Context: an optimization exercise on an open-source flow, tuned for small area, a short achievable clock period and few clock cycles per item. The choices shown serve that exercise and are no tape-out recipe.
RTL that was checked went through simulation tests only; none was proved equivalent to the original.
Power is estimated from default activity; no workload was simulated.

## lane 1
## sscore_dec
module sscore_dec (
    input             clk,
    input             rst,         
    input             start,
    input      [47:0] in_len,
    output            idle,
    output            done,
    output     [2:0]  err,
    input             in_valid,
    output            in_ready,
    input      [20:0] in_cp,
    output            out_valid,
    input             out_ready,
    output      [7:0] out_data
);
Size: ~660 cells after synthesis, roughly 150 flip-flops, ~6700 um^2 of cells after synthesis.
Settings: LEC_CHECK=0, ABC_CLOCK_PERIOD_IN_PS=2600, CAP_MARGIN=20, CORE_MARGIN=2, CORE_UTILIZATION=40, SLEW_MARGIN=20; clock period 8.0 ns.
standard.sh (not shown) runs the stock make flow with config.mk's settings and CLKGATE_MAP_FILE= SYNTH_SCRIPT=/design/flow/synth_recipe.tcl, a recipe that flattens the netlist after the stock synthesis.
==> flow/flow/run.sh <==
#!/bin/bash
# Own flow: the standard layout, with the port buffers made from the
# smallest buffer cell, a clock tree of clkbuf_8 without dummy loads, and
# timing repair aiming for more setup slack than the 8 ns clock needs.
set -o pipefail
export BUFFER_PORTS_ARGS="-buffer_cell sky130_fd_sc_hd__buf_1"
export CTS_ARGS="-sink_clustering_enable -repair_clock_nets -dont_use_dummy_load -buf_list {sky130_fd_sc_hd__clkbuf_4 sky130_fd_sc_hd__clkbuf_8}"
export SETUP_SLACK_MARGIN=5.4
bash standard.sh > standard.log 2>&1
Lane 1 has completed all stages; timing, DRC and antenna checks passed.
> inputs changed (lane 1 -> lane 2)
# lane 1
export LEC_CHECK = 0
export ABC_CLOCK_PERIOD_IN_PS = 2600
export CAP_MARGIN = 20
export CORE_MARGIN = 2
export CORE_UTILIZATION = 40
export SLEW_MARGIN = 20
create_clock -name core_clock -period 8.0 [get_ports {clk}]
# lane 2
export LEC_CHECK = 0
export ABC_AREA = 1
export CAP_MARGIN = 20
export CORE_MARGIN = 2
export CORE_UTILIZATION = 40
export SLEW_MARGIN = 20
create_clock -name core_clock -period 8.0 [get_ports {clk}]
- Relative to lane 1, the largest net degree at the start of global routing of lane 2 is higher by about 30%.
- Area fraction of clock buffers and clock inverters across lane 1 and lane 2: no real change.
- From lane 1 to lane 2 the numbers moved as follows: count of cell instances traversed by the critical path fell 4, cell area after technology mapping rose 3.4%, minimum setup slack among reg-to-reg paths about even, post-synthesis share of cell area spent on full adders, half adders and majority gates about even, time the worst path needs with I/O delays and setup about even.
The inputs of lane 3 differ from those of lane 2 as listed below.
# lane 2
export LEC_CHECK = 0
export ABC_AREA = 1
export CAP_MARGIN = 20
export CORE_MARGIN = 2
export CORE_UTILIZATION = 40
export SLEW_MARGIN = 20
create_clock -name core_clock -period 8.0 [get_ports {clk}]
# lane 3
export LEC_CHECK = 0
export CAP_MARGIN = 20
export CORE_MARGIN = 2
export CORE_UTILIZATION = 40
export SLEW_MARGIN = 20
create_clock -name core_clock -period 8.0 [get_ports {clk}]
==> flow/flow/run.sh <==
#!/bin/bash
# Own flow: the standard layout, with the port buffers made from the
# smallest buffer cell, a clock tree of small buffers without dummy loads,
# and timing repair aiming for more setup slack than the 8 ns clock needs.
set -o pipefail
export BUFFER_PORTS_ARGS="-buffer_cell sky130_fd_sc_hd__buf_1"
export CTS_ARGS="-sink_clustering_enable -repair_clock_nets -dont_use_dummy_load -buf_list {sky130_fd_sc_hd__clkbuf_4 sky130_fd_sc_hd__clkbuf_8} -sink_clustering_size 30 -sink_clustering_max_diameter 150 -sink_clustering_levels 1"
export SETUP_SLACK_MARGIN=5.4
bash standard.sh > standard.log 2>&1
Findings:
- Lane 3 — total routed wirelength 0.80% lower, lane 2 as reference
- Relative to lane 2, delay of the slowest cell on the worst path has gone up in lane 3.
- Relative to lane 2, sequential share of layout area increased by 0.84 points in lane 3.
- Lane 3 ended up with a lower instance area at placement than lane 2 did.
- Of lane 3 and lane 2, the run reporting the lower total via count in the routed design was lane 3.
- For highest clock frequency the design can meet, lane 3 and lane 2 come out practically identical.
- Die footprint: lane 3 vs lane 2 down 590 um^2
- | post-route total power | lane 3 vs lane 2 | about 1.2% higher |
- Aggregate global-route resource usage delta for lane 3 relative to lane 2: 0.72 points higher
The inputs of lane 4 differ from those of lane 3 as listed below.
# lane 3
export LEC_CHECK = 0
export CAP_MARGIN = 20
export CORE_MARGIN = 2
export CORE_UTILIZATION = 40
export SLEW_MARGIN = 20
create_clock -name core_clock -period 8.0 [get_ports {clk}]
# lane 4
export LEC_CHECK = 0
export CAP_MARGIN = 20
export CORE_MARGIN = 2
export CORE_UTILIZATION = 60
export SLEW_MARGIN = 20
create_clock -name core_clock -period 8.0 [get_ports {clk}]
==> flow/flow/run.sh <==
#!/bin/bash
# Own flow: the standard layout, with the port buffers made from the
# smallest buffer cell, a clock tree of clkbuf_8 without dummy loads, and
# timing repair aiming for more setup slack than the 8 ns clock needs.
set -o pipefail
export BUFFER_PORTS_ARGS="-buffer_cell sky130_fd_sc_hd__buf_1"
export CTS_ARGS="-sink_clustering_enable -repair_clock_nets -dont_use_dummy_load -buf_list {sky130_fd_sc_hd__clkbuf_4 sky130_fd_sc_hd__clkbuf_8}"
export SETUP_SLACK_MARGIN=5.4
bash standard.sh > standard.log 2>&1
Comparing lane 4 and lane 3, total power is lower on lane 4.
Diff lane 3 -> lane 4: sequential cell fraction of total power grew by 0.3 points; number of I/O port buffers held steady; wire length on met2 shrank by 540 um; number of nets in the finished design grew by 0.36%.
Against lane 3 as the reference, lane 4 delivers a lower global-route wire length before repair.
| boundary pin count | lane 3 vs lane 4 | ≈ equal |
[lane 4] register-to-register slack rose 0.04 ns relative to lane 3
No functional check of the RTL was part of any run of this note.

* * *

The RTL this note starts from:
==> flow/design.v <==
module sscore_dec (
    input             clk,
    input             rst,         
    input             start,
    input      [47:0] in_len,
    output            idle,
    output            done,
    output     [2:0]  err,
    input             in_valid,
    output            in_ready,
    input      [20:0] in_cp,
    output            out_valid,
    input             out_ready,
    output      [7:0] out_data
);
    localparam [2:0] E_NONE      = 3'd0,
                     E_HEADER    = 3'd1,    
                     E_RANGE     = 3'd2,    
                     E_LENGTH    = 3'd3,    
                     E_BODY      = 3'd5;    
    reg         idle_r;      
    reg         done_r;      
    reg  [2:0]  err_r;
    localparam LW = 7, UW = 41;
    reg  [5:0]    ph;        
    reg  [LW-1:0] rlo;       
    reg  [UW-1:0] rup;       
    reg           rpend;     
    reg           rbr;       
    reg  [2:0]    st;        
    reg  [LW-1:0] hlo;       
    reg  [UW-1:0] hup;       
    reg           hpend;     
    reg           hpass;     
    reg           hbr;       
    reg           uf;        
    reg         oor;         
    reg         mb;          
    reg         rdy_o;       
    reg         busy;        
    reg         kpat;        
    reg  [10:0] rcnt;        
    reg  [7:0]  q;           
    reg         ovalid;
    reg  [7:0]  obyte;
    reg         zfe;         
    assign idle      = idle_r;
    assign done      = done_r;
    assign err       = err_r;
    assign in_ready  = rdy_o;
    assign out_valid = ovalid;
    assign out_data  = obyte;
    wire        rdy     = !busy;
    wire        push    = in_valid && rdy;
    wire        oa      = !ovalid || out_ready;      
    wire        take    = ovalid && out_ready;       
    wire [11:0] sym     = in_cp[11:0];
    wire        inrange = (in_cp[20:12] == 9'h00E);    
    wire [1:0]  pst     = st[1:0];
    wire        body    = push && st[2];
    wire        head    = (pst == 2'd0);
    wire        t_lit   = body && head && (sym[11:10] == 2'b00);
    wire        t_zf    = body && head && (sym[11] ^ sym[10]);
    wire        t_pat   = body && head && (sym[11:10] == 2'b11);
    wire        t_a     = body && (pst == 2'd1);
    wire        t_b     = body && (pst == 2'd2);
    wire        bad     = body && (head ? (sym[11:8] == 4'b0001 || sym[11:9] == 3'b001)
                                        : (sym[11:8] != 4'b0000));
    wire        rc_zero = (rcnt == 11'd0);
    wire        zf_nz   = (sym[9:0] != 10'd0);
    wire        x_emit  = !rdy && oa;
    wire [7:0]  h_byte  = (sym[11] ^ sym[10]) ? {8{sym[11]}} : sym[7:0];
    wire [10:0] dec_out = rcnt - 11'd1;
    wire        dec_z   = (rcnt[10:2] == 9'd0) &&
                          (rcnt[1:0] == ((!kpat && zfe) ? 2'd2 : 2'd1));
    wire        len_one = (sym[9:0] == 10'd1);
    wire        ph0     = (ph == 6'd0);
    wire        phl     = (ph == UW - 1);
    wire [LW-1:0] rlo_t, hlo_t;
    genvar gi;
    generate
        for (gi = 0; gi < LW; gi = gi + 1) begin : g_borrow
            if (gi == 0) begin : g0
                assign rlo_t[gi] = push;
                assign hlo_t[gi] = take;
            end else begin : gn
                assign rlo_t[gi] = push && (rlo[gi-1:0] == {gi{1'b0}});
                assign hlo_t[gi] = take && (hlo[gi-1:0] == {gi{1'b0}});
            end
        end
    endgenerate
    wire        rlo_z   = (rlo == {LW{1'b0}});
    wire        hlo_z   = (hlo == {LW{1'b0}});
    wire        rup_z   = (rup == {UW{1'b0}});
    wire        hup_z   = (hup == {UW{1'b0}});
    wire        rbc     = ph0 ? rpend : rbr;       
    wire        hrot    = ph0 ? hpend : hpass;     
    wire        hbc     = ph0 ? hpend : hbr;       
    wire        rem_z   = rup_z && rlo_z;
    wire        hsh     = push && !st[2];
    wire [47:0] hshift  = {hup[35-LW:0], hlo, sym};
    wire        fin     = !idle_r && !done_r && rem_z && rdy && oa;
    wire        e_head  = t_lit || (t_zf && zf_nz);
    wire        e_pat   = (t_a || t_b) && !rc_zero;
    wire        emit    = oa && (x_emit || e_head || e_pat);
    reg         rdy_n;
    always @(*) begin
        rdy_n = rdy;
        if (x_emit && (dec_z || pst == 2'd2)) rdy_n = 1'b1;
        if (t_a && !rc_zero && !oa) rdy_n = 1'b0;
        if (t_lit && !oa) rdy_n = 1'b0;
        if (t_zf && zf_nz) rdy_n = oa && len_one;
        if (t_b && !rc_zero) rdy_n = oa && dec_z;
    end
    always @(posedge clk) begin
        if (rst) begin
            idle_r <= 1'b1;
            done_r <= 1'b0;
            rdy_o  <= 1'b1;
            busy   <= 1'b0;
            ovalid <= 1'b0;
        end else begin
            idle_r <= idle_r ? !start : done_r;
            done_r <= fin;
            rdy_o  <= rdy_n;
            busy   <= !rdy_n;
            ovalid <= emit || (ovalid && !out_ready);
        end
    end
    always @(posedge clk) begin
        err_r <= oor                                           ? E_RANGE  :
                 !st[2]                                        ? E_HEADER :
                 (mb || !head)                                 ? E_BODY   :
                 (uf || !hup_z || hpend || hpass ||
                  (hlo != {{(LW-1){1'b0}}, ovalid})) ? E_LENGTH :
                                                                 E_NONE;
        if (oa)
            obyte <= rdy ? h_byte : q;
        if ((pst != 2'd2) ? (rdy || (oa && kpat)) : (rdy && push && !oa))
            q <= rdy ? h_byte : obyte;
        if (rdy && head) begin
            kpat <= !(sym[11] ^ sym[10]);
            zfe  <= oa;
        end
        if (!rdy) begin
            if (oa) rcnt <= dec_out;
        end else if (head) begin
            rcnt <= (sym[11:10] == 2'b11) ? {sym[9:0], 1'b0} :
                    (sym[11:10] == 2'b00) ? 11'd1 :
                                            {1'b0, sym[9:0]};
        end else if ((t_a || t_b) && !rc_zero && oa) begin
            rcnt <= dec_out;
        end
        if (idle_r || rst) begin
            mb  <= 1'b0;
            oor <= 1'b0;
        end else begin
            if (push && !inrange) oor <= 1'b1;
            if (bad) mb <= 1'b1;
            if (t_pat) st[1:0] <= 2'd1;
            if (t_a) st[1:0] <= 2'd2;
            if (t_b) st[1:0] <= 2'd0;
        end
        if (idle_r || rst) begin
            st    <= 3'd0;
            uf    <= 1'b0;
            hpend <= 1'b0;
            hpass <= 1'b0;
        end else begin
            if (hsh) st <= st + 3'd1;
            if (take && hlo_z && hup_z) uf <= 1'b1;
            hpend <= (hpend && !ph0) || (take && hlo_z);
            hpass <= hrot && !phl;
        end
        hlo <= hsh ? hshift[LW-1:0] : (hlo ^ hlo_t);
        if (hsh) hup <= hshift[47:LW];
        else if (hrot) hup <= {hup[0] ^ hbc, hup[UW-1:1]};
        hbr <= hbc && !hup[0];
        ph    <= (idle_r || phl) ? 6'd0 : ph + 6'd1;
        rlo   <= idle_r ? in_len[LW-1:0] : (rlo ^ rlo_t);
        rup   <= idle_r ? in_len[47:LW] : {rup[0] ^ rbc, rup[UW-1:1]};
        rbr   <= rbc && !rup[0];
        rpend <= !idle_r && ((rpend && !ph0) || (push && rlo_z));
    end
endmodule
Settings: LEC_CHECK=0, CAP_MARGIN=20, CORE_MARGIN=2, CORE_UTILIZATION=40, SETUP_SLACK_MARGIN=5, SLEW_MARGIN=20; clock period 8.0 ns.
==> flow/flow/run.sh <==
#!/bin/bash
# Own flow: the standard layout, with the port buffers made from the
# smallest buffer cell and a clock tree of clkbuf_4/clkbuf_8 without dummy
# loads. The setup slack margin comes from config.mk.
set -o pipefail
export BUFFER_PORTS_ARGS="-buffer_cell sky130_fd_sc_hd__buf_1"
export CTS_ARGS="-sink_clustering_enable -repair_clock_nets -dont_use_dummy_load -buf_list {sky130_fd_sc_hd__clkbuf_4 sky130_fd_sc_hd__clkbuf_8}"
bash standard.sh > standard.log 2>&1
The first run ran to the end with no violations.
Testbench counts at the start, summed over its fixed seeds: cycles 65,160, bytes 62,998.
Change:
--- a/flow/flow/run.sh
+++ b/flow/flow/run.sh
@@ -3,2 +3,2 @@
-# smallest buffer cell and a clock tree of clkbuf_4/clkbuf_8 without dummy
-# loads. The setup slack margin comes from config.mk.
+# smallest buffer cell, a clock tree of clkbuf_8 without dummy loads, and
+# timing repair aiming for more setup slack than the 8 ns clock needs.
@@ -7,0 +8 @@
+export SETUP_SLACK_MARGIN=5.4
SETUP_SLACK_MARGIN = not set   (was 5)
Effect: The changed run completed without violations; count of clock-buffer cells in the layout is unchanged; sequential cell count is unchanged; sequential share of layout area drops by 1.7 points; core utilization grows by 1.7 points.
Change:
--- a/flow/flow/run.sh
+++ b/flow/flow/run.sh
@@ -8,0 +9 @@
+export SETUP_MOVE_SEQUENCE="unbuffer,sizeup,swap,buffer"
Effect: Wire length is unchanged. Setup slack is unchanged. Utilization does not change. Global-route usage does not change. Total power does not change. Synthesized area does not change.

[afterwards: timing with drivers on the ports]
No port has a modelled driver above. Below, the same layouts with a new extraction and two added sets of constraints.
Step 1 (the two cells are an assumption about what drives the block):
set clk [get_ports {clk}]
set_driving_cell -lib_cell sky130_fd_sc_hd__clkbuf_16 $clk
set_driving_cell -lib_cell sky130_fd_sc_hd__buf_2 [delete_from_list [all_inputs] $clk]
Step 2 moves the port delays by t, midway between the first and last clock arrival at a register: inputs arrive t later, outputs are due t later. That takes back most of the time a late clock gives input paths.
a / b / c = no drivers / after step 1 / after step 2; a / b = the first two.
run	t, ns	slack for setup (ns)	hold slack, ns
lane 1	0.470	5.408 / 5.369 / 4.914	0.426 / 0.426 / 0.426
lane 2	0.482	5.409 / 5.370 / 5.001	0.438 / 0.438 / 0.438
lane 3	0.470	5.408 / 5.369 / 4.914	0.426 / 0.426 / 0.426
lane 4	0.473	5.409 / 5.374 / 4.955	0.411 / 0.411 / 0.411
the first run of note 2	0.474	5.061 / 5.054 / 4.580	0.476 / 0.476 / 0.476
the second run of note 2	0.466	5.408 / 5.370 / 4.958	0.471 / 0.471 / 0.471
the third run of note 2	0.466	5.408 / 5.370 / 4.958	0.471 / 0.471 / 0.471
After both steps setup and hold are still met in every run listed.
